This design comes from an exercise in tuning for small area, a short achievable clock period and few clock cycles on the open sky130 flow, not from production work.
In this exercise RTL edits were held to simulation tests only and were not proved equivalent to the original.
Power is estimated from default activity; no workload was simulated.

===== flow/run.sh =====
#!/bin/bash
# synth_recipe.tcl (not shown) runs the flow's synth.tcl, then flattens the netlist and writes it again
# the make line also repeats each setting of config.mk as NAME=value (left out here)
make -C /OpenROAD-flow-scripts/flow DESIGN_CONFIG=/design/flow/config.mk WORK_HOME=/design/flow/orfs CLKGATE_MAP_FILE= SYNTH_SCRIPT=/design/flow/synth_recipe.tcl finish

===== flow/config.mk =====
export PLATFORM = sky130hd
export DESIGN_NAME = felics_enc
export DESIGN_NICKNAME = felics_enc
export VERILOG_FILES = /design/flow/design.v
export SDC_FILE = /design/flow/constraint.sdc
export NUM_CORES = 4
export LEC_CHECK = 0
export CAP_MARGIN = 20
export CORE_MARGIN = 2
export CORE_UTILIZATION = 40
export PLACE_DENSITY = 0.6
export SLEW_MARGIN = 20

===== flow/constraint.sdc =====
create_clock -name core_clock -period 20.0 [get_ports {clk}]
set_input_delay 4.0000 -clock core_clock [delete_from_list [all_inputs] [get_ports {clk}]]
set_output_delay 4.0000 -clock core_clock [all_outputs]
set_load 0.01 [all_outputs]

===== flow/design.v =====
module felics_phased (
    input  wire [7:0] off,
    input  wire [7:0] dlt,
    output wire [8:0] c,
    output wire [3:0] len
);
    wire [8:0] n = {1'b0, dlt} + 9'd1;
    reg  [3:0] m;
    integer i;
    always @* begin
        m = 4'd0;
        for (i = 0; i < 9; i = i + 1)
            if (n[i]) m = i[3:0];
    end
    wire [9:0] p   = 10'd1 << m;
    wire [8:0] np  = n & ~p[8:0];
    wire       ge_p  = ({2'b00, off} >= p);
    wire       ge_np = ({1'b0, off} >= np);
    wire [9:0] p5  = (p << 2) + p;
    wire [9:0] c1  = p5 - {n, 1'b0};
    wire [9:0] c2  = (p << 1) - {1'b0, n};
    wire [9:0] c3  = p5 - {1'b0, n};
    wire [9:0] cs  = ge_p ? c1 : ge_np ? c2 : c3;
    assign c = cs[8:0];
    assign len = (ge_np & ~ge_p) ? (m + 4'd1) : (m + 4'd2);
endmodule
module felics_ksel (
    input  wire [89:0] row,     
    output reg  [2:0]  k
);
    reg [5:0] win;
    integer i, j;
    always @* begin
        for (i = 0; i < 6; i = i + 1) begin
            win[i] = 1'b1;
            for (j = 0; j < 6; j = j + 1) begin
                if (j < i && !(row[15*i +: 15] <= row[15*j +: 15])) win[i] = 1'b0;
                if (j > i && !(row[15*i +: 15] <  row[15*j +: 15])) win[i] = 1'b0;
            end
        end
        k = 3'd0;
        for (i = 1; i < 6; i = i + 1)
            if (win[i]) k = i[2:0];
    end
endmodule
module felics_update (
    input  wire [89:0] row,
    input  wire [7:0]  v,
    output reg  [89:0] row_new
);
    reg [14:0] sum [0:5];
    reg        halve;
    integer i;
    always @* begin
        halve = 1'b1;
        for (i = 0; i < 6; i = i + 1) begin
            sum[i] = row[15*i +: 15] + {7'd0, v >> i} + 15'd1 + i[14:0];
            if (sum[i][14:10] == 5'd0) halve = 1'b0;
        end
        for (i = 0; i < 6; i = i + 1)
            row_new[15*i +: 15] = halve ? {1'b0, sum[i][14:1]} : sum[i];
    end
endmodule
module felics_enc (
    input  wire         clk,
    input  wire         rst,
    input  wire         start,
    input  wire [7:0]   width,       
    input  wire [15:0]  height,      
    output wire         idle,
    input  wire         pix_valid,
    input  wire [7:0]   pix_data,
    output wire         pix_ready,
    output wire         tbl_re,
    output wire [7:0]   tbl_raddr,
    input  wire [119:0] tbl_rdata,
    output wire         tbl_we,
    output wire [7:0]   tbl_waddr,
    output wire [119:0] tbl_wdata,
    output reg          out_valid,
    output reg  [7:0]   out_data
);
    localparam ST_IDLE = 2'd0;
    localparam ST_HDR  = 2'd1;
    localparam ST_RUN  = 2'd2;
    localparam DEPTH = 5;
    reg [1:0]  st;
    reg [7:0]  w_r;
    reg [15:0] h_r;
    reg [6:0]  wm1;          
    reg        w1, w2;       
    reg        smw;        
    reg [5:0]  mm1;          
    reg [3:0]  hcnt;
    reg [5:0]  epoch;
    reg        dirty;        
    reg [8:0]  rf_left;      
    reg        rf_z;         
    reg [7:0]  rf_ptr;
    reg        idle_r;
    assign idle = idle_r;
    reg [7:0]  cb0 [0:3], cb1 [0:3], cb2 [0:3];     
    reg [7:0]  ab0 [0:3], ab1 [0:3], ab2 [0:3];     
    reg [3:0]  ab_v;
    reg [7:0]  prev;
    reg [6:0]  col, coln;    
    reg [1:0]  cpos, npos;   
    reg [1:0]  cslot, nslot; 
    reg        row0;         
    reg [15:0] rows_left;    
    reg [1:0]  ncnt;         
    reg        done_in;
    reg [7:0]  a_r, b_r;     
    reg        lastc_r;      
    reg        last_r;       
    reg        pr_r;         
    reg [2:0]  occ;
    wire vnext    = (ncnt != 2'd2);
    wire lastcol  = lastc_r;
    wire last_pix = last_r;
    assign pix_ready = pr_r;
    wire acc = pix_valid & pr_r;
    wire [7:0] cbn  = (npos == 2'd0) ? cb0[nslot] : (npos == 2'd1) ? cb1[nslot] : cb2[nslot];
    wire [7:0] abn  = (npos == 2'd0) ? ab0[nslot] : (npos == 2'd1) ? ab1[nslot] : ab2[nslot];
    wire [7:0] lbn  = smw ? cbn : abn;
    wire [7:0] lb1  = smw ? cb1[0] : ab1[nslot];
    wire nr0 = row0 & ~lastcol;
    wire [7:0] nb_a = (nr0 | w1) ? pix_data : lbn;
    wire [7:0] nb_b = (nr0 | w1) ? prev :
                      ((coln == 7'd0) && !w2) ? lb1 : pix_data;
    wire       a_lt  = (a_r < b_r);
    wire [7:0] l_pre = a_lt ? a_r : b_r;
    wire [7:0] h_pre = a_lt ? b_r : a_r;
    wire [7:0] d_pre = a_lt ? (b_r - a_r) : (a_r - b_r);
    wire       rows1 = lastcol ? (rows_left == 16'd2) : (rows_left == 16'd1);
    wire blk_done = acc & ((cpos == 2'd2) | lastcol);     
    wire nblk_end = (npos == 2'd2) | (coln == wm1);        
    wire [1:0] nslot_inc = nslot + 2'd1;
    always @(posedge clk) begin
        if (pix_ready) begin
            case (cpos)
                2'd0:    cb0[cslot] <= pix_data;
                2'd1:    cb1[cslot] <= pix_data;
                default: cb2[cslot] <= pix_data;
            endcase
        end
    end
    reg        s1_v, s1_verb, s1_last, s1_blw, s1_abv;
    reg [7:0]  s1_p, s1_d, s1_off, s1_oa;
    wire s1_out = s1o_r;      
    wire [8:0] ph_c;
    wire [3:0] ph_len;
    felics_phased u_phased (
        .off (s1_off),
        .dlt (s1_d),
        .c   (ph_c),
        .len (ph_len)
    );
    reg        running;      
    reg [2:0]  ahead;        
    reg [1:0]  g_slot;       
    reg [5:0]  g_word;       
    reg        re_r, op_r, s1o_r;
    reg [7:0]  raddr_r;
    wire op_issue = op_r;
    assign tbl_re    = re_r;
    assign tbl_raddr = raddr_r;
    reg        s2_v, s2_last;
    reg [1:0]  s2_kind;
    reg [8:0]  s2_val;
    reg [8:0]  s2_c;         
    reg [3:0]  s2_len;
    reg        c_v, c_line;
    reg [7:0]  c_a;
    reg [1:0]  c_slot;
    reg        s3_v, s3_last;
    reg [1:0]  s3_kind;
    reg [8:0]  s3_val;
    reg [3:0]  s3_len;
    reg        m_v, m_line;
    reg [7:0]  m_a;
    reg [1:0]  m_slot;
    reg [119:0] m_row;
    reg        m_tok;        
    reg        wb_v, wb2_v;
    reg [7:0]  wb_a, wb2_a;
    reg [119:0] wb_row, wb2_row;
    wire [119:0] m_cur = m_row;
    wire [89:0]  m_cnt = m_tok ? m_cur[89:0] : 90'd0;
    wire [2:0]  k_sel;
    wire [89:0] row_new;
    felics_ksel u_ksel (
        .row (m_cnt),
        .k   (k_sel)
    );
    felics_update u_update (
        .row     (m_cnt),
        .v       (s3_val[7:0]),
        .row_new (row_new)
    );
    wire [119:0] m_new = m_line ?
        {epoch, cb2[m_slot], cb1[m_slot], cb0[m_slot], m_cnt} :
        {epoch, m_cur[113:90], row_new};
    wire s3_out = s3_v & (s3_kind == 2'd2);
    wire rf_en  = ~rf_z & ~m_v;
    reg  we_r;
    assign tbl_we    = we_r;
    assign tbl_waddr = wb_a;
    assign tbl_wdata = wb_row;
    reg          c_hit1, c_hit2;
    wire         c_hitm = m_v && (m_a == c_a);
    wire [119:0] c_cap  = c_hit1 ? wb_row : c_hit2 ? wb2_row : tbl_rdata;
    wire         c_tok  = c_hit1 | c_hit2 | (tbl_rdata[119:114] == epoch);
    reg [16:0] fq [0:DEPTH-1];
    reg [2:0]  f_rd, f_wr;
    reg [2:0]  f_cnt;
    wire [16:0] fh = fq[f_rd];
    wire        f_short = fh[16];        
    wire        f_last = fh[15];
    wire [1:0]  f_kind = fh[14:13];
    wire [8:0]  f_val  = fh[12:4];
    wire [3:0]  f_len  = fh[3:0];
    reg [5:0] s3_short;
    integer j;
    always @* begin
        for (j = 0; j < 6; j = j + 1)
            s3_short[j] = ({1'b0, s3_val[7:0] >> j} + j[8:0] + 9'd3) <= 9'd16;
    end
    always @(posedge clk) begin
        if (s3_v)
            fq[f_wr] <= {~s3_out | s3_short[k_sel], s3_last, s3_kind, s3_val,
                         s3_out ? {1'b0, k_sel} : s3_len};
    end
    reg [23:0] pa;           
    reg [4:0]  pc;           
    reg        lng;          
    reg [7:0]  zr;           
    reg        fin;          
    reg        ch_v;         
    reg [15:0] ch_val;
    reg [4:0]  ch_len;
    reg        ch_last;
    wire [7:0] f_mag = f_val[7:0];
    wire [2:0] f_k   = f_len[2:0];
    wire [7:0] f_q   = f_mag >> f_k;
    wire [5:0] f_kmask = (6'd1 << f_k) - 6'd1;
    wire [5:0] f_tail  = (6'd1 << f_k) | ({1'b0, f_mag[4:0]} & f_kmask);
    wire [3:0] f_tl    = {1'b0, f_k} + 4'd1;
    wire [4:0] f_tot   = f_q[4:0] + {1'b0, f_tl} + 5'd2;       
    wire [8:0] f_rem   = {1'b0, zr} + {5'd0, f_tl};             
    wire [4:0] f_zn    = (zr >= 8'd16) ? 5'd16 : zr[4:0];       
    wire [3:0] f_z1    = (f_q >= 8'd14) ? 4'd14 : f_q[3:0];     
    reg [15:0] sym_v;
    reg [4:0]  sym_l;
    reg        sym_pop;      
    always @* begin
        sym_v   = 16'd0;
        sym_l   = 5'd0;
        sym_pop = 1'b1;
        if (f_kind != 2'd2) begin
            sym_v = {7'd0, f_val};
            sym_l = {1'b0, f_len};
        end else if (lng) begin
            if (f_rem <= 9'd16) begin
                sym_v = {10'd0, f_tail};
                sym_l = f_rem[4:0];
            end else begin
                sym_l   = f_zn;
                sym_pop = 1'b0;
            end
        end else if (f_short) begin
            sym_v = ({15'd0, f_val[8]} << (f_q[3:0] + f_tl)) | {10'd0, f_tail};
            sym_l = f_tot;
        end else begin
            sym_v   = {15'd0, f_val[8]} << f_z1;
            sym_l   = {1'b0, f_z1} + 5'd2;
            sym_pop = 1'b0;
        end
    end
    wire       run     = (st == ST_RUN);
    wire       p_out   = run & (pc >= 5'd8);
    wire [4:0] pc_aft  = p_out ? (pc - 5'd8) : pc;
    wire       ch_take = ch_v & (pc_aft <= 5'd8);
    wire       p_app   = (f_cnt != 3'd0) & (~ch_v | ch_take);
    wire       pop     = p_app & sym_pop;
    wire [31:0] p_ext  = {pa, 8'd0} >> pc;
    wire       p_end   = run & fin & (pc <= 5'd8);
    reg [7:0] hdr_byte;
    always @* begin
        case (hcnt)
            4'd0:    hdr_byte = 8'h46;
            4'd1:    hdr_byte = 8'h4C;
            4'd2:    hdr_byte = 8'h43;
            4'd3:    hdr_byte = 8'h53;
            4'd9:    hdr_byte = w_r;
            4'd12:   hdr_byte = h_r[15:8];
            4'd13:   hdr_byte = h_r[7:0];
            default: hdr_byte = 8'h00;
        endcase
    end
    wire [15:0] nb_mul = ({8'd0, w_r} + 16'd2) * 16'd171;
    wire [6:0]  nb_w   = nb_mul[15:9];
    wire       done_nx = done_in | (acc & last_pix);
    wire [2:0] occ_nx  = occ + {2'd0, acc} - {2'd0, pop};
    wire [8:0] rf_nx   = rf_left - {8'd0, rf_en};
    wire       rf_z_nx = rf_z | (rf_en & (rf_left == 9'd1));
    wire [7:0] rf_ptr_nx = rf_ptr + {7'd0, rf_en};
    wire       dirty_nx  = dirty & ~rf_z_nx;
    wire       nwrap    = (coln == wm1);
    wire [1:0] npos_nx  = ~acc ? npos : nwrap ? 2'd0 : (npos == 2'd2) ? 2'd0 : npos + 2'd1;
    wire [1:0] nslot_nx = ~acc ? nslot : nwrap ? (smw ? 2'd0 : nslot_inc) :
                          (npos == 2'd2) ? nslot_inc : nslot;
    wire       last_nx  = acc ? (nwrap & rows1) : last_r;
    wire [1:0] ncnt_nx  = (acc && ncnt != 2'd2) ? ncnt + 2'd1 : ncnt;
    reg  [3:0] ab_v_nx;
    always @* begin
        ab_v_nx = ab_v;
        if (m_v & m_line)
            ab_v_nx[m_slot] = 1'b1;
        if (acc & nblk_end & ~last_pix)
            ab_v_nx[nslot] = 1'b0;
    end
    wire       running_nx = (st != ST_IDLE) & (rf_z_nx | (dirty & (rf_ptr > {2'd0, mm1})));
    wire [2:0] ahead_nx   = ahead + {2'd0, op_issue} - {2'd0, blk_done};
    wire [1:0] g_slot_nx  = g_slot + {1'b0, op_issue};
    wire [5:0] g_word_nx  = ~op_issue ? g_word : (g_word == mm1) ? 6'd0 : g_word + 6'd1;
    wire s1o_nx  = acc & ~vnext & ((pix_data < l_pre) | (pix_data > h_pre));
    wire op_nx   = running_nx & ~smw & ~done_nx & (ahead_nx != 3'd4) &
                   ~ab_v_nx[g_slot_nx] & ~s1o_nx;
    wire ab_ok_nx  = smw | last_nx | ab_v_nx[nslot_nx];
    wire [3:0] rr    = rf_ptr[7:4];
    wire [3:0] dhi_c = (a_r[7:4] < b_r[7:4]) ? (b_r[7:4] - a_r[7:4]) : (a_r[7:4] - b_r[7:4]);
    wire [3:0] xh    = (nr0 | w1) ? prev[7:4] : lbn[7:4];
    wire [4:0] x_lo  = (rr > xh) ? 5'd0 : {1'b0, xh} - {1'b0, rr} + 5'd1;
    wire [4:0] x_hi  = {1'b0, xh} + {1'b0, rr};
    wire       both_reg = ~(nr0 | w1) & (coln == 7'd0) & ~w2;
    wire [3:0] dhi_b = (lbn[7:4] < lb1[7:4]) ? (lb1[7:4] - lbn[7:4]) : (lbn[7:4] - lb1[7:4]);
    wire       ctx_new = both_reg ? (dhi_b < rr) :
                         ((rr != 4'd0) & ({1'b0, pix_data[7:4]} >= x_lo) & ({1'b0, pix_data[7:4]} < x_hi));
    wire ctx_ok_nx = (ncnt_nx != 2'd2) | ~dirty_nx | (acc ? ctx_new : (dhi_c < rr));
    wire pr_nx     = running_nx & ~done_nx & (occ_nx < DEPTH) & ab_ok_nx & ctx_ok_nx;
    always @(posedge clk) begin
        if (acc) begin
            prev    <= pix_data;
            a_r     <= nb_a;
            b_r     <= nb_b;
            lastc_r <= nwrap;
        end
        last_r  <= last_nx;
        s1_verb <= vnext;
        s1_last <= last_pix;
        s1_d    <= d_pre;
        s1_p    <= pix_data;
        s1_blw  <= (pix_data < l_pre);
        s1_abv  <= (pix_data > h_pre);
        s1_off  <= pix_data - l_pre;
        s1_oa   <= pix_data - h_pre - 8'd1;
        s2_last <= s1_last;
        if (s1_verb) begin
            s2_kind <= 2'd0;
            s2_val  <= {1'b0, s1_p};
            s2_len  <= 4'd8;
        end else if (s1_blw | s1_abv) begin
            s2_kind <= 2'd2;
            s2_val  <= {s1_abv, s1_blw ? ~s1_off : s1_oa};
            s2_len  <= 4'd0;
        end else begin
            s2_kind <= 2'd1;
            s2_val  <= {1'b0, s1_off};
            s2_len  <= ph_len;
        end
        c_line <= ~s1_out;
        c_a    <= raddr_r;
        raddr_r <= s1o_nx ? d_pre : {2'd0, g_word_nx};
        c_slot <= g_slot;
        s3_last <= s2_last;
        s3_kind <= s2_kind;
        s3_val  <= (s2_kind == 2'd1) ? (s2_val + s2_c) : s2_val;
        s2_c    <= ph_c;
        s3_len  <= s2_len;
        m_line  <= c_line;
        m_a     <= c_a;
        m_slot  <= c_slot;
        m_row   <= c_hitm ? m_new : c_cap;
        c_hit1  <= m_v && (m_a == tbl_raddr);
        c_hit2  <= wb_v && (wb_a == tbl_raddr);
        m_tok   <= c_hitm | c_tok;
        wb_a    <= m_v ? m_a : rf_ptr;
        wb_row  <= m_v ? m_new : {epoch, 114'd0};
        wb2_a   <= wb_a;
        wb2_row <= wb_row;
        if (m_v & m_line) begin
            ab0[m_slot] <= m_cur[97:90];
            ab1[m_slot] <= m_cur[105:98];
            ab2[m_slot] <= m_cur[113:106];
        end
        mm1 <= nb_w[5:0] - 6'd5;
        if (rst) begin
            st        <= ST_IDLE;
            out_valid <= 1'b0;
            out_data  <= 8'd0;
            w_r       <= 8'd1;
            h_r       <= 16'd1;
            pr_r      <= 1'b0;
            idle_r    <= 1'b1;
            re_r      <= 1'b0;
            op_r      <= 1'b0;
            s1o_r     <= 1'b0;
            we_r      <= 1'b0;
            done_in   <= 1'b0;
            running   <= 1'b0;
            dirty     <= 1'b1;
            rf_left   <= 9'd256;
            rf_z      <= 1'b0;
            rf_ptr    <= 8'd0;
            epoch     <= 6'd0;
            occ       <= 3'd0;
            ab_v      <= 4'd0;
            ahead     <= 3'd0;
            s1_v      <= 1'b0;
            s2_v      <= 1'b0;
            s3_v      <= 1'b0;
            c_v       <= 1'b0;
            m_v       <= 1'b0;
            wb_v      <= 1'b0;
            wb2_v     <= 1'b0;
            f_rd      <= 3'd0;
            f_wr      <= 3'd0;
            f_cnt     <= 3'd0;
            pc        <= 5'd0;
            lng       <= 1'b0;
            fin       <= 1'b0;
            ch_v      <= 1'b0;
        end else begin
            s1_v  <= acc;
            s2_v  <= s1_v;
            s3_v  <= s2_v;
            c_v   <= tbl_re;
            m_v   <= c_v;
            wb_v  <= m_v;
            wb2_v <= wb_v;
            occ   <= occ_nx;
            done_in <= done_nx;
            rf_left <= rf_nx;
            rf_z    <= rf_z_nx;
            rf_ptr  <= rf_ptr_nx;
            dirty   <= dirty_nx;
            we_r    <= m_v | rf_en;
            running <= running_nx;
            pr_r    <= pr_nx;
            s1o_r   <= s1o_nx;
            op_r    <= op_nx;
            re_r    <= s1o_nx | op_nx;
            ahead  <= ahead_nx;
            g_slot <= g_slot_nx;
            g_word <= g_word_nx;
            ab_v   <= ab_v_nx;
            if (s3_v)
                f_wr <= (f_wr == DEPTH - 1) ? 3'd0 : f_wr + 3'd1;
            if (pop)
                f_rd <= (f_rd == DEPTH - 1) ? 3'd0 : f_rd + 3'd1;
            f_cnt <= f_cnt + {2'd0, s3_v} - {2'd0, pop};
            npos  <= npos_nx;
            nslot <= nslot_nx;
            ncnt  <= ncnt_nx;
            if (acc) begin
                col   <= coln;
                cpos  <= npos;
                cslot <= nslot;
                coln  <= nwrap ? 7'd0 : coln + 7'd1;
                if (lastcol) begin
                    row0      <= 1'b0;
                    rows_left <= rows_left - 16'd1;
                end
            end
            out_valid <= 1'b0;
            if (ch_take) begin
                pa <= (pa << ch_len) | {8'd0, ch_val};
                pc <= pc_aft + ch_len;
                if (ch_last)
                    fin <= 1'b1;
            end else begin
                pc <= pc_aft;
            end
            if (p_app) begin
                ch_v    <= 1'b1;
                ch_val  <= sym_v;
                ch_len  <= sym_l;
                ch_last <= sym_pop & f_last;
                if (sym_pop) begin
                    lng <= 1'b0;
                end else begin
                    lng <= 1'b1;
                    zr  <= lng ? (zr - {3'd0, f_zn}) : (f_q - {4'd0, f_z1});
                end
            end else if (ch_take) begin
                ch_v <= 1'b0;
            end
            if (p_out) begin
                out_valid <= 1'b1;
                out_data  <= p_ext[7:0];
            end
            case (st)
                ST_IDLE: begin
                    if (start) begin
                        st        <= ST_HDR;
                        w_r       <= width;
                        h_r       <= height;
                        wm1       <= width[6:0] - 7'd1;
                        lastc_r   <= (width == 8'd1);
                        last_r    <= (width == 8'd1) & (height == 16'd1);
                        w1        <= (width == 8'd1);
                        w2        <= (width == 8'd2);
                        smw     <= (width < 8'd13);
                        hcnt      <= 4'd0;
                        col       <= 7'd0;
                        cpos      <= 2'd0;
                        cslot     <= 2'd0;
                        coln      <= (width == 8'd1) ? 7'd0 : 7'd1;
                        npos      <= (width == 8'd1) ? 2'd0 : 2'd1;
                        nslot     <= 2'd0;
                        row0      <= 1'b1;
                        rows_left <= height;
                        ncnt      <= 2'd0;
                        done_in   <= 1'b0;
                        pr_r      <= 1'b0;
                        idle_r    <= 1'b0;
                        re_r      <= 1'b0;
                        op_r      <= 1'b0;
                        running   <= 1'b0;
                        if (!dirty)
                        begin
                            rf_left <= 9'd5;
                            rf_z    <= 1'b0;
                        end
                        epoch     <= epoch + 6'd1;
                        ab_v      <= 4'd0;
                        ahead     <= 3'd0;
                        g_slot    <= 2'd0;
                        g_word    <= 6'd0;
                        fin       <= 1'b0;
                        pc        <= 5'd0;
                    end
                end
                ST_HDR: begin
                    out_valid <= 1'b1;
                    out_data  <= hdr_byte;
                    hcnt      <= hcnt + 4'd1;
                    if (hcnt == 4'd13)
                        st <= ST_RUN;
                end
                default: begin
                    if (p_end) begin
                        if (pc != 5'd0) begin
                            out_valid <= 1'b1;
                            out_data  <= p_ext[7:0];
                        end
                        pc  <= 5'd0;
                        fin <= 1'b0;
                        st  <= ST_IDLE;
                        idle_r <= 1'b1;
                    end
                end
            endcase
        end
    end
endmodule

==> impl_metrics.py, run 1 <==
metrics = {
    "run_status": {
        "status": "complete, no violations",
    },
    "sta": {
        "worst_slew_pin_slew_ns": 1.21,
        "hold_ws_ns": 0.320,
        "finalSetupTns_ns": 0,
        "fin_skew_ns": 0.0722,
        "finalSetupViolations": 0,
        "slew_headroom": 0.195,
        "setup_slack_ns": 12.82,
        "grt_setup_unrepaired": "false",
        "finalWorstPathRequiredPeriod_ns": 7.18,
        "max_freq_mhz": 139,
        "hold_viol": 0,
        "drv_slew": 0,
        "min_period_over_period": 0.359,
    },
    "routing": {
        "wl_um": 174000,
        "ant_nets": 0,
        "first_pass_iters": 7,
        "post_drt_wl_per_cell_um": 21.7,
        "first_iter_violations": 4109,
        "vias": 45200,
        "drc": 0,
        "wl_met2_um": 77400,
        "highest_layer": "met5",
        "wl_met3_um": 13300,
        "wl_met1_um": 80200,
        "vias_per_cell": 5.64,
    },
    "setup_path": {
        "critical_path.top_delay_family": "adder cells",
        "r2r_slack_ns": 12.82,
        "cpPeakStageDelay_ns": 0.88,
        "worst_path_most_repeated_cell": "ha_1",
        "critical_path_buf_inv_count": 5,
        "worstPathMaxFanout": 17,
        "path_class": "reg2reg",
        "cp.depth": 25,
        "end_kind": "register",
        "r2r-end": "pr_r",
        "reg2reg_depth": 25,
        "crit_arrival_ns": 7.81,
        "cp_slowest_cell": "dfxtp_1",
        "worst_setup_path_start_kind": "register",
        "critPathRequiredTime_ns": 20.63,
    },
    "clock_network": {
        "path_clk_slew_ns": 0.06,
        "cts-root-buf": "clkbuf_16",
        "tritoncts": "built",
        "post_cts_buffers": 0,
        "cts-buffers-inserted": 109,
        "cts_sinks": 990,
        "clock_path_buffers": 3,
        "h-tree-depth": 3,
        "clkLatencyLatePin_ns": 0.78,
        "ctsHoldBuffers": 0,
        "cts_resized": 0,
    },
    "worst_hold_path": {
        "min_from": "s2_len[0]",
        "hold_end": "s3_len[0]",
        "hold_depth": 0,
        "hp-class": "reg2reg",
    },
    "placed_design": {
        "dp_slack_ns": 12.16,
        "gp_congestion": 0.970,
        "numPortBuffers": 304,
        "dp_hpwl_um": 130000,
    },
    "logic_synthesis": {
        "synth.area.mux_share": 0.102,
        "postSynthRegisterBits": 990,
        "syn_inst": 5830,
        "ys_seq_area_frac": 0.418,
        "ys_warn_count": 5,
        "synthAdderAreaFrac": 0.128,
        "synth_edf_count": 411,
        "yosys.area_share.simple": 0.131,
        "synth_top_area_share": 0.216,
        "synth_compound_area_frac": 0.141,
        "synth_top_cell_by_area": "edfxtp_1",
        "async_reset_ff_frac": 0,
        "synth_top_family_by_area": "compound AO/OA/AOI/OAI gates",
        "dominantRegCellSynth": "dfxtp_1",
        "synthTopCellsByArea": "edfxtp_1 22%, dfxtp_1 20%, ha_1 11%, mux2i_1 5.0%, nand2_1 4.1%",
        "synth_xor_area_frac": 0.0385,
        "synth.avg_cell_area_um2": 9.82,
        "ys_types": 102,
        "syn_area_um2": 57300,
    },
    "cells_and_area": {
        "multi_input_area_um2": 31100,
        "finalNetCount": 6757,
        "area_growth_pct": 15.4,
        "drive_gt1_frac": 0.0771,
        "n_antenna_cell": 0,
        "utilization": 0.466,
        "fillCellCount": 13300,
        "seqCellArea_um2": 24000,
    },
    "die": {
        "core_um2": 142000,
        "start_util": 0.404,
        "num_io_pins": 305,
        "die_area_um2": 146000,
        "die_height_um": 382,
        "fp.dieW_um": 382,
        "rows": 138,
    },
    "power": {
        "finalPower_w": 0.00599,
        "p_leak_nw": 26.8,
        "irDropWorstVdd_mv": 0.0826,
        "power_density_nw_per_um2": 90.7,
    },
    "grt": {
        "grt_overflow": 0,
        "grt_pass1_vias": 43500,
        "grt_max_degree": 185,
        "grt_usage": 0.232,
        "antenna_found_initial": 7,
        "grt_pass1_wl_um": 264000,
    },
    "run": {
        "drv_cap": 0,
    },
}
[cell families (layout without fill, tap and decap cells)]
family / Yosys count / after routing
AO/OA/AOI/OAI: 1320 / 1320
XOR/XNOR: 251 / 251
adder cells (fa/ha/maj): 561 / 561
buffers and inverters: 602 / 906
flip-flops: 990 / 990
multiplexers: 453 / 453
other: 1 / 2
AND/OR/NAND/NOR: 1652 / 1652
[registers in the layout, indices dropped and copies added, names as in the netlist, 16 cells and up, named ones only]
signal     count
ch_val        16
fq            85
wb_row       120
ab0           32
rows_left     16
cb1           32
h_r           16
m_cur        114
cb2           32
ab2           32
wb2_row      114
pa            24
ab1           32
cb0           32
[per-stage QoR]
| stage | std cells | area [µm²] |
|---|---|---|
| after floorplan | 5831 | 57300 |
| after global placement | 7820 | 62200 |
| after detailed placement | 7820 | 62200 |
| after CTS | 8025 | 66000 |
| after global routing | 8025 | 66000 |
| final | 8025 | 66000 |
[area by class of cell]
cell class	count	area share
Clock buffer	151	0.0487
Clock inverter	54	0.00989
Inverter	338	0.0192
Multi-Input combinational cell	4239	0.471
Sequential cell	990	0.363
Tap cell	1890	0.0358
Timing Repair Buffer	363	0.0531
[Yosys cell counts, types with 25 or more instances]
cell type    n
nor4_1      25
a21oi_1    407
fa_1        42
xnor2_1    180
nand2b_1    35
nand2_1    633
xor2_1      70
o21ai_0    368
o22ai_1     26
nor2_1     461
o21ai_1     36
and2_1      42
mux2i_1    288
ha_1       518
a211oi_1    80
nand3_1    108
and3_1      30
mux2_2      61
mux4_2      98
o211ai_1    26
nand4_1     73
o21bai_1    33
o21a_1      32
nor2b_1     52
clkbuf_1   195
dfxtp_1    579
a21o_1      87
nor3_1      87
edfxtp_1   411
inv_1      332
buf_1       40
[placed cells by master (no fill, tap or decap), types with 35 or more instances in the layout]
master           netlist  final
nand2_1              633    633
dfxtp_1              579    570
ha_1                 518    518
nor2_1               461    460
edfxtp_1             411    411
a21oi_1              407    407
o21ai_0              368    368
inv_1                332    330
clkdlybuf4s50_1        0    303
mux2i_1              288    288
xnor2_1              180    180
clkbuf_16              0    117
nand3_1              108    108
mux4_2                98     98
a21o_1                87     87
nor3_1                87     80
a211oi_1              80     80
nand4_1               73     73
xor2_1                70     70
mux2_2                61     61
buf_4                  4     58
nor2b_1               52     52
and2_1                42     42
fa_1                  42     42
o21ai_1               36     36
nand2b_1              35     35
[report_power, final]
| part | internal, W | switching, W |
|---|---|---|
| combinational | 0.000626 | 0.000881 |
| sequential | 0.00224 | 0.000124 |
| clock | 0.00124 | 0.000882 |
[how the worst max path moves through the flow]
stage / slack [ns] / from / to
finish: 12.82 / register / pr_r
global route: 12.18 / register / pr_r
CTS: 12.81 / register / pr_r
detailed placement: 12.16 / pix_data[0] / raddr_r[3]
global placement: 12.21 / pix_data[0] / raddr_r[2]
floorplan: 13.45 / pix_data[0] / raddr_r[2]
[metal layers]
| layer | up-vias | global-route usage |
|---|---|---|
| li1 | 21500 | - |
| met1 | 22100 | 0.336 |
| met2 | 1478 | 0.358 |
| met3 | 194 | 0.0427 |
| met4 | 6 | 0.0558 |
| met5 | - | 0 |
Testbench counts, summed over its fixed seeds: cycles 43,453.
==> run 2: changes to the inputs <==
--- a/flow/design.v
+++ b/flow/design.v
@@ -26,22 +26,22 @@
 endmodule
 module felics_ksel (
     input  wire [89:0] row,     
-    output reg  [2:0]  k
+    output wire [2:0]  k
 );
-    reg [5:0] win;
-    integer i, j;
-    always @* begin
-        for (i = 0; i < 6; i = i + 1) begin
-            win[i] = 1'b1;
-            for (j = 0; j < 6; j = j + 1) begin
-                if (j < i && !(row[15*i +: 15] <= row[15*j +: 15])) win[i] = 1'b0;
-                if (j > i && !(row[15*i +: 15] <  row[15*j +: 15])) win[i] = 1'b0;
-            end
-        end
-        k = 3'd0;
-        for (i = 1; i < 6; i = i + 1)
-            if (win[i]) k = i[2:0];
-    end
+    wire [14:0] t0 = row[14:0],  t1 = row[29:15], t2 = row[44:30];
+    wire [14:0] t3 = row[59:45], t4 = row[74:60], t5 = row[89:75];
+    wire        p0 = (t1 <= t0);
+    wire        p1 = (t3 <= t2);
+    wire        p2 = (t5 <= t4);
+    wire [14:0] w0 = p0 ? t1 : t0;
+    wire [14:0] w1 = p1 ? t3 : t2;
+    wire [14:0] w2 = p2 ? t5 : t4;
+    wire        a  = (w1 <= w0);
+    wire        b  = (w2 <= w0);
+    wire        c  = (w2 <= w1);
+    wire        g2 = b & c;
+    wire        g1 = a & ~c;
+    assign k = g2 ? {2'b10, p2} : g1 ? {2'b01, p1} : {2'b00, p0};
 endmodule
 module felics_update (
     input  wire [89:0] row,
@@ -99,8 +99,7 @@
     reg [7:0]  rf_ptr;
     reg        idle_r;
     assign idle = idle_r;
-    reg [7:0]  cb0 [0:3], cb1 [0:3], cb2 [0:3];     
-    reg [7:0]  ab0 [0:3], ab1 [0:3], ab2 [0:3];     
+    reg [7:0]  cb0 [0:3], cb1 [0:3], cb2 [0:3];
     reg [3:0]  ab_v;
     reg [7:0]  prev;
     reg [6:0]  col, coln;    
@@ -120,10 +119,8 @@
     wire last_pix = last_r;
     assign pix_ready = pr_r;
     wire acc = pix_valid & pr_r;
-    wire [7:0] cbn  = (npos == 2'd0) ? cb0[nslot] : (npos == 2'd1) ? cb1[nslot] : cb2[nslot];
-    wire [7:0] abn  = (npos == 2'd0) ? ab0[nslot] : (npos == 2'd1) ? ab1[nslot] : ab2[nslot];
-    wire [7:0] lbn  = smw ? cbn : abn;
-    wire [7:0] lb1  = smw ? cb1[0] : ab1[nslot];
+    wire [7:0] lbn  = (npos == 2'd0) ? cb0[nslot] : (npos == 2'd1) ? cb1[nslot] : cb2[nslot];
+    wire [7:0] lb1  = smw ? cb1[0] : cb1[nslot];
     wire nr0 = row0 & ~lastcol;
     wire [7:0] nb_a = (nr0 | w1) ? pix_data : lbn;
     wire [7:0] nb_b = (nr0 | w1) ? prev :
@@ -136,15 +133,6 @@
     wire blk_done = acc & ((cpos == 2'd2) | lastcol);     
     wire nblk_end = (npos == 2'd2) | (coln == wm1);        
     wire [1:0] nslot_inc = nslot + 2'd1;
-    always @(posedge clk) begin
-        if (pix_ready) begin
-            case (cpos)
-                2'd0:    cb0[cslot] <= pix_data;
-                2'd1:    cb1[cslot] <= pix_data;
-                default: cb2[cslot] <= pix_data;
-            endcase
-        end
-    end
     reg        s1_v, s1_verb, s1_last, s1_blw, s1_abv;
     reg [7:0]  s1_p, s1_d, s1_off, s1_oa;
     wire s1_out = s1o_r;      
@@ -201,6 +189,20 @@
     wire [119:0] m_new = m_line ?
         {epoch, cb2[m_slot], cb1[m_slot], cb0[m_slot], m_cnt} :
         {epoch, m_cur[113:90], row_new};
+    always @(posedge clk) begin
+        if (pix_ready) begin
+            case (cpos)
+                2'd0:    cb0[cslot] <= pix_data;
+                2'd1:    cb1[cslot] <= pix_data;
+                default: cb2[cslot] <= pix_data;
+            endcase
+        end
+        if (m_v & m_line) begin
+            cb0[m_slot] <= m_cur[97:90];
+            cb1[m_slot] <= m_cur[105:98];
+            cb2[m_slot] <= m_cur[113:106];
+        end
+    end
     wire s3_out = s3_v & (s3_kind == 2'd2);
     wire rf_en  = ~rf_z & ~m_v;
     reg  we_r;
@@ -389,11 +391,6 @@
         wb_row  <= m_v ? m_new : {epoch, 114'd0};
         wb2_a   <= wb_a;
         wb2_row <= wb_row;
-        if (m_v & m_line) begin
-            ab0[m_slot] <= m_cur[97:90];
-            ab1[m_slot] <= m_cur[105:98];
-            ab2[m_slot] <= m_cur[113:106];
-        end
         mm1 <= nb_w[5:0] - 6'd5;
         if (rst) begin
             st        <= ST_IDLE;
==> impl_metrics.py, run 2 <==
metrics = {
    "run_status": {
        "status": "complete, no violations",
    },
    "routing": {
        "first_pass_iters": 8,
        "post_drt_wl_per_cell_um": 21.1,
        "ant_nets": 0,
        "drc": 0,
        "first_iter_violations": 3829,
        "vias_per_cell": 5.52,
        "wl_um": 162000,
        "vias": 42400,
    },
    "power": {
        "p_sw_frac": 0.322,
        "seq_power_share": 0.387,
        "clock_power_share": 0.349,
        "finalPower_w": 0.00555,
        "irDropWorstVdd_mv": 0.0691,
        "power.internal_w": 0.00376,
        "p_sw_w": 0.00178,
        "power_density_nw_per_um2": 92.0,
        "p_leak_nw": 24.4,
        "comb_power_share": 0.264,
    },
    "die": {
        "fp.dieW_um": 365,
        "rows": 132,
        "die_area_um2": 133000,
        "die_height_um": 365,
        "start_util": 0.402,
        "core_um2": 129000,
        "num_io_pins": 305,
    },
    "sta": {
        "finalSetupViolations": 0,
        "worst_slew_pin_slew_ns": 1.07,
        "slew_headroom": 0.286,
        "grt_setup_unrepaired": "false",
        "finalWorstPathRequiredPeriod_ns": 7.41,
        "max_freq_mhz": 135,
        "finalSetupTns_ns": 0,
        "drv_slew": 0,
        "fin_skew_ns": 0.0478,
        "min_period_over_period": 0.370,
        "hold_viol": 0,
    },
    "logic_synthesis": {
        "synth_top_area_share": 0.223,
        "syn_inst": 5649,
        "synth_most_common_cell": "nand2_1",
        "synth_top_cell_by_area": "dfxtp_1",
        "synth.avg_cell_area_um2": 9.21,
        "ys_top_cells_by_count": "840 x nand2_1, 579 x dfxtp_1, 468 x nor2_1",
        "ys_seq_area_frac": 0.405,
        "ys_types": 103,
        "synth_edf_count": 315,
        "ys_warn_count": 4,
        "syn_area_um2": 52000,
        "postSynthRegisterBits": 894,
        "dominantRegCellSynth": "dfxtp_1",
        "synthTopCellsByArea": "dfxtp_1 22%, edfxtp_1 18%, ha_1 9.2%, nand2_1 6.1%, mux2i_1 5.1%",
        "async_reset_ff_frac": 0,
    },
    "grt": {
        "grt_usage": 0.238,
        "antenna_found_initial": 12,
        "grt_overflow": 0,
        "grt_pass1_wl_um": 245000,
        "grt_max_degree": 102,
        "grt_pass1_vias": 40600,
    },
    "clock_network": {
        "clkLatencyLatePin_ns": 0.74,
        "path_clk_slew_ns": 0.06,
        "cts_resized": 0,
        "post_cts_buffers": 0,
        "cts_sinks": 894,
        "cts-root-buf": "clkbuf_16",
        "cts-buffers-inserted": 97,
        "clock_path_buffers": 3,
        "h-tree-depth": 3,
        "ctsHoldBuffers": 0,
        "tritoncts": "built",
    },
    "cells_and_area": {
        "top_register": "wb_row",
        "seqCellArea_um2": 21100,
        "utilization": 0.466,
        "layout_common_cells": "840 x nand2_1, 572 x dfxtp_1, 466 x nor2_1, 384 x ha_1, 372 x a21oi_1",
        "instances_no_fill": 7676,
        "fillCellCount": 12200,
        "area_growth_pct": 15.9,
        "final_common_cell": "nand2_1",
        "final_cell_area_um2": 60300,
        "largest_reg_flops": 120,
        "multi_input_area_um2": 28700,
        "finalNetCount": 6429,
        "drive_gt1_frac": 0.0720,
    },
    "placed_design": {
        "dp_hpwl_um": 120000,
        "place_inst": 7489,
        "numPortBuffers": 304,
        "place_area_um2": 56800,
        "gp_congestion": 0.924,
    },
    "setup_path": {
        "path_class": "reg2reg",
        "critPathRequiredTime_ns": 20.45,
        "worstPathMaxFanout": 61,
        "worst_setup_path_start_kind": "register",
        "crit_arrival_ns": 7.86,
        "end_kind": "register",
    },
    "worst_hold_path": {
        "hp-class": "reg2reg",
    },
    "run": {
        "drv_cap": 0,
    },
}
==> run 2: final timing paths <==
check / startpoint / to / slack [ns] / cells past startpoint
worst max register to register: m_tok / fq[0][0] / 12.59 / 23
worst min-delay path: s2_len[1] / s3_len[1] / 0.33 / 0
worst max-delay path: m_tok / fq[0][0] / 12.59 / 23
worst min register to register: s2_len[1] / s3_len[1] / 0.33 / 0
==> run 2: cell type report <==
type / instances / share of cell area
Sequential cell: 894 / 0.349
Multi-Input combinational cell: 4152 / 0.476
Timing Repair Buffer: 381 / 0.0605
Inverter: 322 / 0.0200
Clock buffer: 137 / 0.0486
Clock inverter: 46 / 0.00894
Antenna cell: 2 / 0.0000830
Tap cell: 1742 / 0.0361
==> run 2: layer usage <==
layer | GRT usage | wire length (µm)
met5 | 0 | 88
met4 | 0.0813 | 5030
met3 | 0.0402 | 11900
met2 | 0.382 | 74100
met1 | 0.324 | 70800
==> run 2: cells by family (layout without fill, tap and decap cells) <==
group                    Yosys count  count (layout)  share of synthesized area
AND/OR/NAND/NOR                 1832            1832                      0.156
multiplexers                     392             392                     0.0958
adder cells (fa/ha/maj)          426             426                      0.108
XOR/XNOR                         248             248                     0.0417
AO/OA/AOI/OAI                   1252            1252                      0.148
flip-flops                       894             894                      0.405
buffers and inverters            604             886                     0.0456
other                              1               4                  0.0000721
==> run 2: per-stage QoR <==
stage / setup WS [ns] / hold slack (ns)
finish: 12.59 / 0.327
global placement: 12.70 / 0.313
detailed placement: 12.68 / 0.313
floorplan: 13.55 / 0.310
global route: 12.14 / 0.336
CTS: 12.68 / 0.327
==> run 2: power groups by stage <==
stage / sequential (W) / clock [W] / combinational (W)
2_1_floorplan: 0.00213 / 0 / 0.00109
3_3_place_gp: 0.00219 / 0 / 0.00142
3_5_place_dp: 0.00219 / 0 / 0.00144
4_1_cts: 0.00215 / 0.00197 / 0.00145
5_1_grt: 0.00217 / 0.00204 / 0.00163
6_report: 0.00215 / 0.00194 / 0.00146
==> run 2: critical path, cell delays in order, from the launching register on <==
cell       delay (ns)
dfxtp_4          0.83
buf_4            0.69
nand2_1          0.33
ha_1             0.40
nor2b_1          0.13
o21a_1           0.11
o21a_1           0.09
o21ai_0          0.08
a2111oi_0        0.72
o31ai_4          0.20
buf_8            0.21
o21ai_0          0.43
inv_1            0.11
ha_1             0.31
nor2b_1          0.14
o21a_1           0.11
o21ai_0          0.08
a211oi_1         0.27
o31ai_1          0.11
nor4bb_1         0.16
nor4_1           0.76
mux2_2           0.30
mux2i_1          0.06
o21ai_0          0.46
Testbench counts of run 2, summed over its fixed seeds: cycles 43,453.
==> run 3: changes to the inputs <==
--- a/flow/design.v
+++ b/flow/design.v
@@ -4,6 +4,27 @@
     output wire [8:0] c,
     output wire [3:0] len
 );
+    function automatic lt8(input [7:0] x, input [7:0] y);
+        reg [7:0] l, g;
+        reg [3:0] l2, g2;
+        reg [1:0] l4, g4;
+        integer i;
+        begin
+            for (i = 0; i < 8; i = i + 1) begin
+                l[i] = ~x[i] & y[i];
+                g[i] = x[i] & ~y[i];
+            end
+            for (i = 0; i < 4; i = i + 1) begin
+                l2[i] = l[2*i+1] | (~g[2*i+1] & l[2*i]);
+                g2[i] = g[2*i+1] | (~l[2*i+1] & g[2*i]);
+            end
+            for (i = 0; i < 2; i = i + 1) begin
+                l4[i] = l2[2*i+1] | (~g2[2*i+1] & l2[2*i]);
+                g4[i] = g2[2*i+1] | (~l2[2*i+1] & g2[2*i]);
+            end
+            lt8 = l4[1] | (~g4[1] & l4[0]);
+        end
+    endfunction
     wire [8:0] n = {1'b0, dlt} + 9'd1;
     reg  [3:0] m;
     integer i;
@@ -14,8 +35,8 @@
     end
     wire [9:0] p   = 10'd1 << m;
     wire [8:0] np  = n & ~p[8:0];
-    wire       ge_p  = ({2'b00, off} >= p);
-    wire       ge_np = ({1'b0, off} >= np);
+    wire       ge_p  = |({2'b00, off} & ~(p - 10'd1));     
+    wire       ge_np = ~lt8(off, np[7:0]);
     wire [9:0] p5  = (p << 2) + p;
     wire [9:0] c1  = p5 - {n, 1'b0};
     wire [9:0] c2  = (p << 1) - {1'b0, n};
@@ -28,22 +49,49 @@
     input  wire [89:0] row,     
     output wire [2:0]  k
 );
+    function automatic le15(input [14:0] x, input [14:0] y);
+        reg [15:0] l, g;
+        reg [7:0]  l2, g2;
+        reg [3:0]  l4, g4;
+        reg [1:0]  l8, g8;
+        integer i;
+        begin
+            for (i = 0; i < 16; i = i + 1) begin
+                l[i] = (i < 15) ? (~x[i] & y[i]) : 1'b0;
+                g[i] = (i < 15) ? (x[i] & ~y[i]) : 1'b0;
+            end
+            for (i = 0; i < 8; i = i + 1) begin
+                l2[i] = l[2*i+1] | (~g[2*i+1] & l[2*i]);
+                g2[i] = g[2*i+1] | (~l[2*i+1] & g[2*i]);
+            end
+            for (i = 0; i < 4; i = i + 1) begin
+                l4[i] = l2[2*i+1] | (~g2[2*i+1] & l2[2*i]);
+                g4[i] = g2[2*i+1] | (~l2[2*i+1] & g2[2*i]);
+            end
+            for (i = 0; i < 2; i = i + 1) begin
+                l8[i] = l4[2*i+1] | (~g4[2*i+1] & l4[2*i]);
+                g8[i] = g4[2*i+1] | (~l4[2*i+1] & g4[2*i]);
+            end
+            le15 = ~(g8[1] | (~l8[1] & g8[0]));
+        end
+    endfunction
     wire [14:0] t0 = row[14:0],  t1 = row[29:15], t2 = row[44:30];
     wire [14:0] t3 = row[59:45], t4 = row[74:60], t5 = row[89:75];
-    wire        p0 = (t1 <= t0);
-    wire        p1 = (t3 <= t2);
-    wire        p2 = (t5 <= t4);
+    wire        p0 = le15(t1, t0);
+    wire        p1 = le15(t3, t2);
+    wire        p2 = le15(t5, t4);
     wire [14:0] w0 = p0 ? t1 : t0;
     wire [14:0] w1 = p1 ? t3 : t2;
     wire [14:0] w2 = p2 ? t5 : t4;
-    wire        a  = (w1 <= w0);
-    wire        b  = (w2 <= w0);
-    wire        c  = (w2 <= w1);
+    wire        a  = le15(w1, w0);
+    wire        b  = le15(w2, w0);
+    wire        c  = le15(w2, w1);
     wire        g2 = b & c;
     wire        g1 = a & ~c;
     assign k = g2 ? {2'b10, p2} : g1 ? {2'b01, p1} : {2'b00, p0};
 endmodule
 module felics_update (
+    input  wire        en,      
     input  wire [89:0] row,
     input  wire [7:0]  v,
     output reg  [89:0] row_new
@@ -54,7 +102,7 @@
     always @* begin
         halve = 1'b1;
         for (i = 0; i < 6; i = i + 1) begin
-            sum[i] = row[15*i +: 15] + {7'd0, v >> i} + 15'd1 + i[14:0];
+            sum[i] = row[15*i +: 15] + (en ? ({7'd0, v >> i} + 15'd1 + i[14:0]) : 15'd0);
             if (sum[i][14:10] == 5'd0) halve = 1'b0;
         end
         for (i = 0; i < 6; i = i + 1)
@@ -84,6 +132,27 @@
     localparam ST_HDR  = 2'd1;
     localparam ST_RUN  = 2'd2;
     localparam DEPTH = 5;
+    function automatic lt8(input [7:0] x, input [7:0] y);
+        reg [7:0] l, g;
+        reg [3:0] l2, g2;
+        reg [1:0] l4, g4;
+        integer i;
+        begin
+            for (i = 0; i < 8; i = i + 1) begin
+                l[i] = ~x[i] & y[i];
+                g[i] = x[i] & ~y[i];
+            end
+            for (i = 0; i < 4; i = i + 1) begin
+                l2[i] = l[2*i+1] | (~g[2*i+1] & l[2*i]);
+                g2[i] = g[2*i+1] | (~l[2*i+1] & g[2*i]);
+            end
+            for (i = 0; i < 2; i = i + 1) begin
+                l4[i] = l2[2*i+1] | (~g2[2*i+1] & l2[2*i]);
+                g4[i] = g2[2*i+1] | (~l2[2*i+1] & g2[2*i]);
+            end
+            lt8 = l4[1] | (~g4[1] & l4[0]);
+        end
+    endfunction
     reg [1:0]  st;
     reg [7:0]  w_r;
     reg [15:0] h_r;
@@ -119,13 +188,12 @@
     wire last_pix = last_r;
     assign pix_ready = pr_r;
     wire acc = pix_valid & pr_r;
-    wire [7:0] lbn  = (npos == 2'd0) ? cb0[nslot] : (npos == 2'd1) ? cb1[nslot] : cb2[nslot];
-    wire [7:0] lb1  = smw ? cb1[0] : cb1[nslot];
+    reg  [7:0] lbn, lb1;
     wire nr0 = row0 & ~lastcol;
     wire [7:0] nb_a = (nr0 | w1) ? pix_data : lbn;
     wire [7:0] nb_b = (nr0 | w1) ? prev :
                       ((coln == 7'd0) && !w2) ? lb1 : pix_data;
-    wire       a_lt  = (a_r < b_r);
+    wire       a_lt  = lt8(a_r, b_r);
     wire [7:0] l_pre = a_lt ? a_r : b_r;
     wire [7:0] h_pre = a_lt ? b_r : a_r;
     wire [7:0] d_pre = a_lt ? (b_r - a_r) : (a_r - b_r);
@@ -182,13 +250,14 @@
         .k   (k_sel)
     );
     felics_update u_update (
+        .en      (~m_line),
         .row     (m_cnt),
         .v       (s3_val[7:0]),
         .row_new (row_new)
     );
-    wire [119:0] m_new = m_line ?
-        {epoch, cb2[m_slot], cb1[m_slot], cb0[m_slot], m_cnt} :
-        {epoch, m_cur[113:90], row_new};
+    wire [119:0] m_new = {epoch,
+                          m_line ? {cb2[m_slot], cb1[m_slot], cb0[m_slot]} : m_cur[113:90],
+                          row_new};
     always @(posedge clk) begin
         if (pix_ready) begin
             case (cpos)
@@ -213,13 +282,13 @@
     wire         c_hitm = m_v && (m_a == c_a);
     wire [119:0] c_cap  = c_hit1 ? wb_row : c_hit2 ? wb2_row : tbl_rdata;
     wire         c_tok  = c_hit1 | c_hit2 | (tbl_rdata[119:114] == epoch);
-    reg [16:0] fq [0:DEPTH-1];
+    reg [15:0] fq [0:DEPTH-1];
     reg [2:0]  f_rd, f_wr;
     reg [2:0]  f_cnt;
-    wire [16:0] fh = fq[f_rd];
-    wire        f_short = fh[16];        
-    wire        f_last = fh[15];
-    wire [1:0]  f_kind = fh[14:13];
+    wire [15:0] fh = fq[f_rd];
+    wire        f_short = fh[15];        
+    wire        f_last = fh[14];
+    wire        f_rice = fh[13];         
     wire [8:0]  f_val  = fh[12:4];
     wire [3:0]  f_len  = fh[3:0];
     reg [5:0] s3_short;
@@ -230,7 +299,7 @@
     end
     always @(posedge clk) begin
         if (s3_v)
-            fq[f_wr] <= {~s3_out | s3_short[k_sel], s3_last, s3_kind, s3_val,
+            fq[f_wr] <= {~s3_out | s3_short[k_sel], s3_last, s3_out, s3_val,
                          s3_out ? {1'b0, k_sel} : s3_len};
     end
     reg [23:0] pa;           
@@ -259,7 +328,7 @@
         sym_v   = 16'd0;
         sym_l   = 5'd0;
         sym_pop = 1'b1;
-        if (f_kind != 2'd2) begin
+        if (!f_rice) begin
             sym_v = {7'd0, f_val};
             sym_l = {1'b0, f_len};
         end else if (lng) begin
@@ -322,12 +391,25 @@
         if (acc & nblk_end & ~last_pix)
             ab_v_nx[nslot] = 1'b0;
     end
+    wire [1:0] ls    = nslot_nx;
+    wire [1:0] ls1   = smw ? 2'd0 : nslot_nx;
+    wire       mld   = m_v & m_line & (m_slot == ls);
+    wire       mld1  = m_v & m_line & (m_slot == ls1);
+    wire       pw    = pr_r & (cslot == ls) & (cpos == npos_nx);
+    wire       pw1   = pr_r & (cslot == ls1) & (cpos == 2'd1);
+    wire [7:0] cbv   = (npos_nx == 2'd0) ? cb0[ls] : (npos_nx == 2'd1) ? cb1[ls] : cb2[ls];
+    wire [7:0] mlv   = (npos_nx == 2'd0) ? m_cur[97:90] : (npos_nx == 2'd1) ? m_cur[105:98] : m_cur[113:106];
+    wire [7:0] lbn_nx = pw ? pix_data : mld ? mlv : cbv;
+    wire [7:0] lb1_nx = pw1 ? pix_data : mld1 ? m_cur[105:98] : cb1[ls1];
     wire       running_nx = (st != ST_IDLE) & (rf_z_nx | (dirty & (rf_ptr > {2'd0, mm1})));
     wire [2:0] ahead_nx   = ahead + {2'd0, op_issue} - {2'd0, blk_done};
     wire [1:0] g_slot_nx  = g_slot + {1'b0, op_issue};
     wire [5:0] g_word_nx  = ~op_issue ? g_word : (g_word == mm1) ? 6'd0 : g_word + 6'd1;
-    wire s1o_nx  = acc & ~vnext & ((pix_data < l_pre) | (pix_data > h_pre));
-    wire op_nx   = running_nx & ~smw & ~done_nx & (ahead_nx != 3'd4) &
+    wire p_blw   = lt8(pix_data, l_pre);
+    wire p_abv   = lt8(h_pre, pix_data);
+    wire s1o_nx  = acc & ~vnext & (p_blw | p_abv);
+    wire ahead_ok = blk_done | ~(((ahead == 3'd4) & ~op_issue) | ((ahead == 3'd3) & op_issue));
+    wire op_nx   = running_nx & ~smw & ~done_nx & ahead_ok &
                    ~ab_v_nx[g_slot_nx] & ~s1o_nx;
     wire ab_ok_nx  = smw | last_nx | ab_v_nx[nslot_nx];
     wire [3:0] rr    = rf_ptr[7:4];
@@ -340,7 +422,8 @@
     wire       ctx_new = both_reg ? (dhi_b < rr) :
                          ((rr != 4'd0) & ({1'b0, pix_data[7:4]} >= x_lo) & ({1'b0, pix_data[7:4]} < x_hi));
     wire ctx_ok_nx = (ncnt_nx != 2'd2) | ~dirty_nx | (acc ? ctx_new : (dhi_c < rr));
-    wire pr_nx     = running_nx & ~done_nx & (occ_nx < DEPTH) & ab_ok_nx & ctx_ok_nx;
+    wire occ_ok    = acc ? ((occ <= 3'd3) | (pop & (occ <= 3'd4))) : ((occ <= 3'd4) | pop);
+    wire pr_nx     = running_nx & ~done_nx & occ_ok & ab_ok_nx & ctx_ok_nx;
     always @(posedge clk) begin
         if (acc) begin
             prev    <= pix_data;
@@ -349,12 +432,14 @@
             lastc_r <= nwrap;
         end
         last_r  <= last_nx;
+        lbn     <= lbn_nx;
+        lb1     <= lb1_nx;
         s1_verb <= vnext;
         s1_last <= last_pix;
         s1_d    <= d_pre;
         s1_p    <= pix_data;
-        s1_blw  <= (pix_data < l_pre);
-        s1_abv  <= (pix_data > h_pre);
+        s1_blw  <= p_blw;
+        s1_abv  <= p_abv;
         s1_off  <= pix_data - l_pre;
         s1_oa   <= pix_data - h_pre - 8'd1;
         s2_last <= s1_last;
@@ -388,7 +473,7 @@
         c_hit2  <= wb_v && (wb_a == tbl_raddr);
         m_tok   <= c_hitm | c_tok;
         wb_a    <= m_v ? m_a : rf_ptr;
-        wb_row  <= m_v ? m_new : {epoch, 114'd0};
+        wb_row  <= {m_v ? epoch : epoch - 6'd1, m_new[113:0]};
         wb2_a   <= wb_a;
         wb2_row <= wb_row;
         mm1 <= nb_w[5:0] - 6'd5;
==> impl_metrics.py, run 3 <==
metrics = {
    "run_status": {
        "status": "complete, no violations",
    },
    "placed_design": {
        "numPortBuffers": 304,
        "gp_congestion": 0.883,
        "dp_hpwl_um": 109000,
        "place_area_um2": 56800,
        "place_inst": 7332,
    },
    "sta": {
        "finalSetupViolations": 0,
        "finalSetupTns_ns": 0,
        "grt_setup_unrepaired": "false",
        "fin_skew_ns": 0.0346,
        "finalWorstPathRequiredPeriod_ns": 7.00,
        "min_period_over_period": 0.350,
        "worst_slew_pin_slew_ns": 1.15,
        "max_freq_mhz": 143,
        "slew_headroom": 0.227,
        "drv_slew": 0,
        "hold_viol": 0,
    },
    "logic_synthesis": {
        "ys_top_cells_by_count": "761 x nand2_1, 593 x dfxtp_1, 370 x o21ai_0",
        "ys_seq_area_frac": 0.407,
        "async_reset_ff_frac": 0,
        "postSynthRegisterBits": 903,
        "syn_inst": 5478,
        "ys_warn_count": 5,
        "syn_area_um2": 52100,
        "synth_top_cell_by_area": "dfxtp_1",
        "synthTopCellsByArea": "dfxtp_1 23%, edfxtp_1 18%, ha_1 7.0%, mux2i_1 5.8%, nand2_1 5.5%",
        "synth_most_common_cell": "nand2_1",
        "synth.avg_cell_area_um2": 9.50,
        "ys_types": 100,
        "dominantRegCellSynth": "dfxtp_1",
        "synth_top_area_share": 0.228,
        "synth_edf_count": 310,
    },
    "routing": {
        "post_drt_wl_per_cell_um": 19.4,
        "ant_nets": 0,
        "drc": 0,
        "vias": 40400,
        "wl_um": 146000,
        "vias_per_cell": 5.38,
        "first_iter_violations": 2986,
        "first_pass_iters": 6,
    },
    "setup_path": {
        "worstPathMaxFanout": 40,
        "critical_path.top_delay_family": "buffers and inverters",
        "cpPeakStageDelay_ns": 0.57,
        "critical_path_buf_inv_count": 3,
        "critPathRequiredTime_ns": 20.54,
        "end_kind": "register",
        "cp_slowest_cell": "buf_4",
        "path_class": "in2reg",
        "crit_chain": "clkdlybuf4s50_1, nand2_1, buf_4, nor2_1, mux2i_4, buf_4, nor2_1, xnor2_1, nand3_1, mux2i_1, a21oi_1",
        "crit_arrival_ns": 7.54,
        "worst_setup_path_start_kind": "input port",
    },
    "power": {
        "comb_power_share": 0.221,
        "power.internal_w": 0.00359,
        "clock_power_share": 0.358,
        "seq_power_share": 0.421,
        "p_leak_nw": 23.7,
        "irDropWorstVdd_mv": 0.0730,
        "power_density_nw_per_um2": 85.3,
        "p_sw_w": 0.00154,
        "p_sw_frac": 0.300,
    },
    "clock_network": {
        "h-tree-depth": 3,
        "cts-buffers-inserted": 96,
        "clkLatencyLatePin_ns": 0.70,
        "tritoncts": "built",
        "clock_path_buffers": 3,
        "post_cts_buffers": 0,
        "cts_resized": 0,
        "cts_sinks": 903,
        "cts-root-buf": "clkbuf_16",
        "ctsHoldBuffers": 0,
        "path_clk_slew_ns": 0.06,
    },
    "grt": {
        "antenna_found_initial": 6,
        "grt_usage": 0.216,
        "grt_pass1_wl_um": 227000,
        "grt_max_degree": 102,
        "grt_pass1_vias": 39600,
        "grt_overflow": 0,
    },
    "die": {
        "start_util": 0.403,
        "die_height_um": 365,
        "die_area_um2": 133000,
        "num_io_pins": 305,
        "rows": 132,
        "core_um2": 129000,
        "fp.dieW_um": 365,
    },
    "worst_hold_path": {
        "hp-class": "reg2reg",
    },
    "cells_and_area": {
        "final_cell_area_um2": 60200,
        "area_growth_pct": 15.6,
        "final_common_cell": "nand2_1",
        "drive_gt1_frac": 0.102,
        "finalNetCount": 6178,
        "utilization": 0.465,
        "top_register": "wb_row",
        "layout_common_cells": "761 x nand2_1, 588 x dfxtp_1, 358 x o21ai_0, 358 x nor2_1, 320 x inv_1",
        "largest_reg_flops": 120,
        "instances_no_fill": 7514,
    },
    "run": {
        "drv_cap": 0,
    },
}
==> run 3: power by group through the flow <==
stage	clock (W)	combinational (W)	sequential (W)
after detailed placement	0	0.00112	0.00220
after CTS	0.00188	0.00113	0.00216
after global placement	0	0.00111	0.00220
final	0.00183	0.00113	0.00216
after floorplan	0	0.000841	0.00215
after global routing	0.00195	0.00127	0.00217
==> run 3: metrics by stage <==
stage | setup WS (ns) | total power [W] | hold slack [ns]
finish | 13.00 | 0.00513 | 0.325
global route | 12.38 | 0.00539 | 0.331
CTS | 12.94 | 0.00517 | 0.326
detailed placement | 12.23 | 0.00332 | 0.312
global placement | 12.37 | 0.00331 | 0.312
floorplan | 13.39 | 0.00299 | 0.310
==> run 3: path summary, 6_finish.rpt <==
check	from	end	slack (ns)	depth (start not counted)
setup / recovery	pix_valid	lb1[6]	13.00	11
hold / removal	s1_last	s2_last	0.33	0
hold reg to reg	s1_last	s2_last	0.33	0
setup reg to reg	s1_d[0]	s2_c[8]	13.19	29
==> run 3: routing by layer <==
layer / vias up / global-route usage / share of wire
li1: 19700 / - / -
met1: 19400 / 0.293 / 0.45
met2: 1106 / 0.351 / 0.46
met3: 236 / 0.0298 / 0.058
met4: 4 / 0.0795 / 0.032
met5: - / 0 / 0.00018
==> run 3: cells by family after synthesis <==
kind of cell             count (synthesis)  share of synthesized area
buffers and inverters                  588                     0.0436
multiplexers                           614                      0.140
AND/OR/NAND/NOR                       1609                      0.138
other                                    2                   0.000144
flip-flops                             903                      0.407
XOR/XNOR                               298                     0.0501
adder cells (fa/ha/maj)                358                     0.0909
AO/OA/AOI/OAI                         1106                      0.130
==> run 3: cell type report <==
cell class | instances | area [µm²]
fillers | 12200 | 69200
flip-flops and latches | 903 | 21200
multi-input cells | 3992 | 28700
clock buffers | 137 | 2850
inverters | 329 | 1230
clock inverters | 42 | 445
repair buffers | 367 | 3530
well taps | 1742 | 2180
diodes | 2 | 5.00
==> run 3: worst register-to-register path: cells and delay by family, from the launching register on <==
kind,cells,cell delay (ns)
simple gates,8,1.38
fa+ha+maj,3,0.87
flops,1,0.40
compound gates,14,2.83
buf+inv,2,0.49
xor+xnor,2,0.72
Testbench counts of run 3, summed over its fixed seeds: cycles 43,453.
==> run 4: changes to the inputs <==
--- a/flow/config.mk
+++ b/flow/config.mk
@@ -8,5 +8,7 @@
 export CAP_MARGIN = 20
 export CORE_MARGIN = 2
 export CORE_UTILIZATION = 40
+export CTS_CLUSTER_DIAMETER = 80
+export CTS_CLUSTER_SIZE = 24
 export PLACE_DENSITY = 0.6
 export SLEW_MARGIN = 20
==> impl_metrics.py, run 4 <==
metrics = {
    "run_status": {
        "status": "complete, no violations",
    },
    "run": {
        "drv_cap": 0,
    },
    "setup_path": {
        "path_class": "in2reg",
        "end_kind": "register",
        "worst_setup_path_start_kind": "input port",
        "r2r_slack_ns": 13.18,
        "critical_path.top_delay_family": "buffers and inverters",
        "critPathRequiredTime_ns": 20.55,
        "crit_arrival_ns": 7.55,
        "cpPeakStageDelay_ns": 0.58,
        "critical_path_buf_inv_count": 3,
        "cp_slowest_cell": "buf_4",
        "crit_chain": "clkdlybuf4s50_1, nand2_1, buf_4, nor2_1, mux2i_4, buf_4, nor2_1, xnor2_1, nand3_1, mux2i_1, a21oi_1",
        "worstPathMaxFanout": 40,
    },
    "clock_network": {
        "post_cts_buffers": 0,
        "clkLatencyLatePin_ns": 0.68,
        "tritoncts": "built",
        "cts_sinks": 903,
        "cts_resized": 0,
        "h-tree-depth": 2,
        "cts-root-buf": "clkbuf_16",
        "cts-buffers-inserted": 50,
        "ctsHoldBuffers": 0,
        "clock_path_buffers": 3,
        "path_clk_slew_ns": 0.10,
    },
    "sta": {
        "hold_ws_ns": 0.318,
        "slew_headroom": 0.194,
        "grt_setup_unrepaired": "false",
        "finalSetupTns_ns": 0,
        "hold_viol": 0,
        "setup_slack_ns": 13.00,
        "drv_slew": 0,
        "min_period_over_period": 0.350,
        "worst_slew_pin_slew_ns": 1.20,
        "finalWorstPathRequiredPeriod_ns": 7.00,
        "fin_skew_ns": 0.0266,
        "max_freq_mhz": 143,
        "finalSetupViolations": 0,
    },
    "cells_and_area": {
        "layout_common_cells": "761 x nand2_1, 588 x dfxtp_1, 358 x o21ai_0, 358 x nor2_1, 320 x inv_1",
        "finalNetCount": 6132,
        "largest_reg_flops": 120,
        "top_register": "wb_row",
        "fillCellCount": 12300,
        "area_growth_pct": 12.4,
        "final_common_cell": "nand2_1",
        "drive_gt1_frac": 0.0891,
    },
    "power": {
        "p_sw_w": 0.00143,
        "seq_power_share": 0.483,
        "p_leak_nw": 22.9,
        "comb_power_share": 0.254,
        "power_density_nw_per_um2": 76.4,
        "irDropWorstVdd_mv": 0.0557,
        "p_sw_frac": 0.319,
        "finalPower_w": 0.00447,
        "power.internal_w": 0.00304,
        "clock_power_share": 0.263,
    },
    "routing": {
        "wl_met1_um": 65800,
        "vias": 40100,
        "post_drt_wl_per_cell_um": 19.6,
        "wl_met3_um": 7910,
        "wl_met2_um": 66900,
        "first_iter_violations": 3155,
        "vias_per_cell": 5.41,
        "first_pass_iters": 5,
        "drc": 0,
        "highest_layer": "met5",
        "wl_um": 145000,
        "ant_nets": 0,
    },
    "placed_design": {
        "numPortBuffers": 304,
        "dp_hpwl_um": 109000,
        "gp_congestion": 0.883,
        "dp_slack_ns": 12.23,
    },
    "grt": {
        "grt_max_degree": 102,
        "grt_usage": 0.214,
        "grt_overflow": 0,
        "grt_pass1_wl_um": 226000,
        "antenna_found_initial": 5,
        "grt_pass1_vias": 39000,
    },
    "die": {
        "core_um2": 129000,
        "num_io_pins": 305,
        "fp.dieW_um": 365,
        "start_util": 0.403,
        "die_area_um2": 133000,
        "rows": 132,
        "die_height_um": 365,
    },
    "logic_synthesis": {
        "synth_top_area_share": 0.228,
        "synth_most_common_cell": "nand2_1",
        "ys_seq_area_frac": 0.407,
        "ys_warn_count": 5,
        "synthTopCellsByArea": "dfxtp_1 23%, edfxtp_1 18%, ha_1 7.0%, mux2i_1 5.8%, nand2_1 5.5%",
        "ys_top_cells_by_count": "761 x nand2_1, 593 x dfxtp_1, 370 x o21ai_0",
        "syn_inst": 5478,
        "async_reset_ff_frac": 0,
        "dominantRegCellSynth": "dfxtp_1",
        "synth_top_cell_by_area": "dfxtp_1",
        "syn_area_um2": 52100,
        "postSynthRegisterBits": 903,
        "ys_types": 100,
        "synth_edf_count": 310,
        "synth.avg_cell_area_um2": 9.50,
    },
    "worst_hold_path": {
        "hp-class": "reg2reg",
    },
}
-- run 4: cell counts after synthesis --
No cell type changed its count.
-- run 4: path summary, 6_finish.rpt --
kind | from | endpoint | depth (start not counted)
max | pix_valid | lb1[0] | 11
min | c_slot[1] | m_slot[1] | 0
max reg2reg | s1_d[0] | s2_c[8] | 29
min reg2reg | c_slot[1] | m_slot[1] | 0
-- run 4: routing by layer --
layer	up-vias	track usage
met4	4	0.0712
met3	209	0.0265
met5	-	0
met2	1039	0.350
met1	19300	0.293
li1	19600	-
-- run 4: cells by family (layout without fill, tap and decap cells) --
family,count (synthesis),after routing,synth area share
compound gates,1106,1106,0.130
xor+xnor,298,298,0.0501
fa+ha+maj,358,358,0.0909
buf+inv,588,785,0.0436
flops,903,903,0.407
mux,614,614,0.140
other cells,2,10,0.000144
simple gates,1609,1609,0.138
-- run 4: stage by stage --
stage | instance area, µm² | utilization | std cells
after floorplan | 52100 | - | 5483
after global placement | 56800 | 0.439 | 7332
after detailed placement | 56800 | 0.439 | 7332
after CTS | 58400 | 0.452 | 7421
after global routing | 58500 | 0.452 | 7423
final | 58500 | 0.452 | 7425
-- run 4: final cells by class --
class	instances	area [µm²]	area share
clock inverters	19	216	0.00370
inverters	329	1230	0.0211
diodes	3	7.51	0.000128
repair buffers	367	3530	0.0604
flip-flops and latches	903	21200	0.362
multi-input cells	3992	28700	0.491
clock buffers	70	1410	0.0241
well taps	1742	2180	0.0373
-- run 4: power groups by stage --
| stage | registers (W) | logic [W] | clock network, W |
|---|---|---|---|
| finish | 0.00216 | 0.00113 | 0.00117 |
| global route | 0.00217 | 0.00127 | 0.00127 |
| CTS | 0.00216 | 0.00113 | 0.00121 |
| detailed placement | 0.00220 | 0.00112 | 0 |
| global placement | 0.00220 | 0.00111 | 0 |
| floorplan | 0.00215 | 0.000841 | 0 |

## port drivers added, routing unchanged
No port has a modelled driver above. Below, the same layouts with a new extraction and two added sets of constraints. Step 1 sets driving cells, clkbuf_16 on the clock port and buf_2 on the other inputs (assumed; they add their load-dependent delay and slew). Step 2 also shifts input and output timing later by t, the mid clock arrival at the registers, as if the neighbouring blocks saw the same clock. Three values: ideal ports, drivers, drivers and shift; two values: the first two.
run | t (ns) | slack for setup (ns)
run 1 | 0.827 | 12.817 / 12.817 / 12.129
run 2 | 0.794 | 12.593 / 12.593 / 12.593
run 3 | 0.758 | 13.002 / 13.055 / 12.298
run 4 | 0.734 | 13.000 / 13.053 / 12.319
After both steps setup and hold are still met in every run listed.
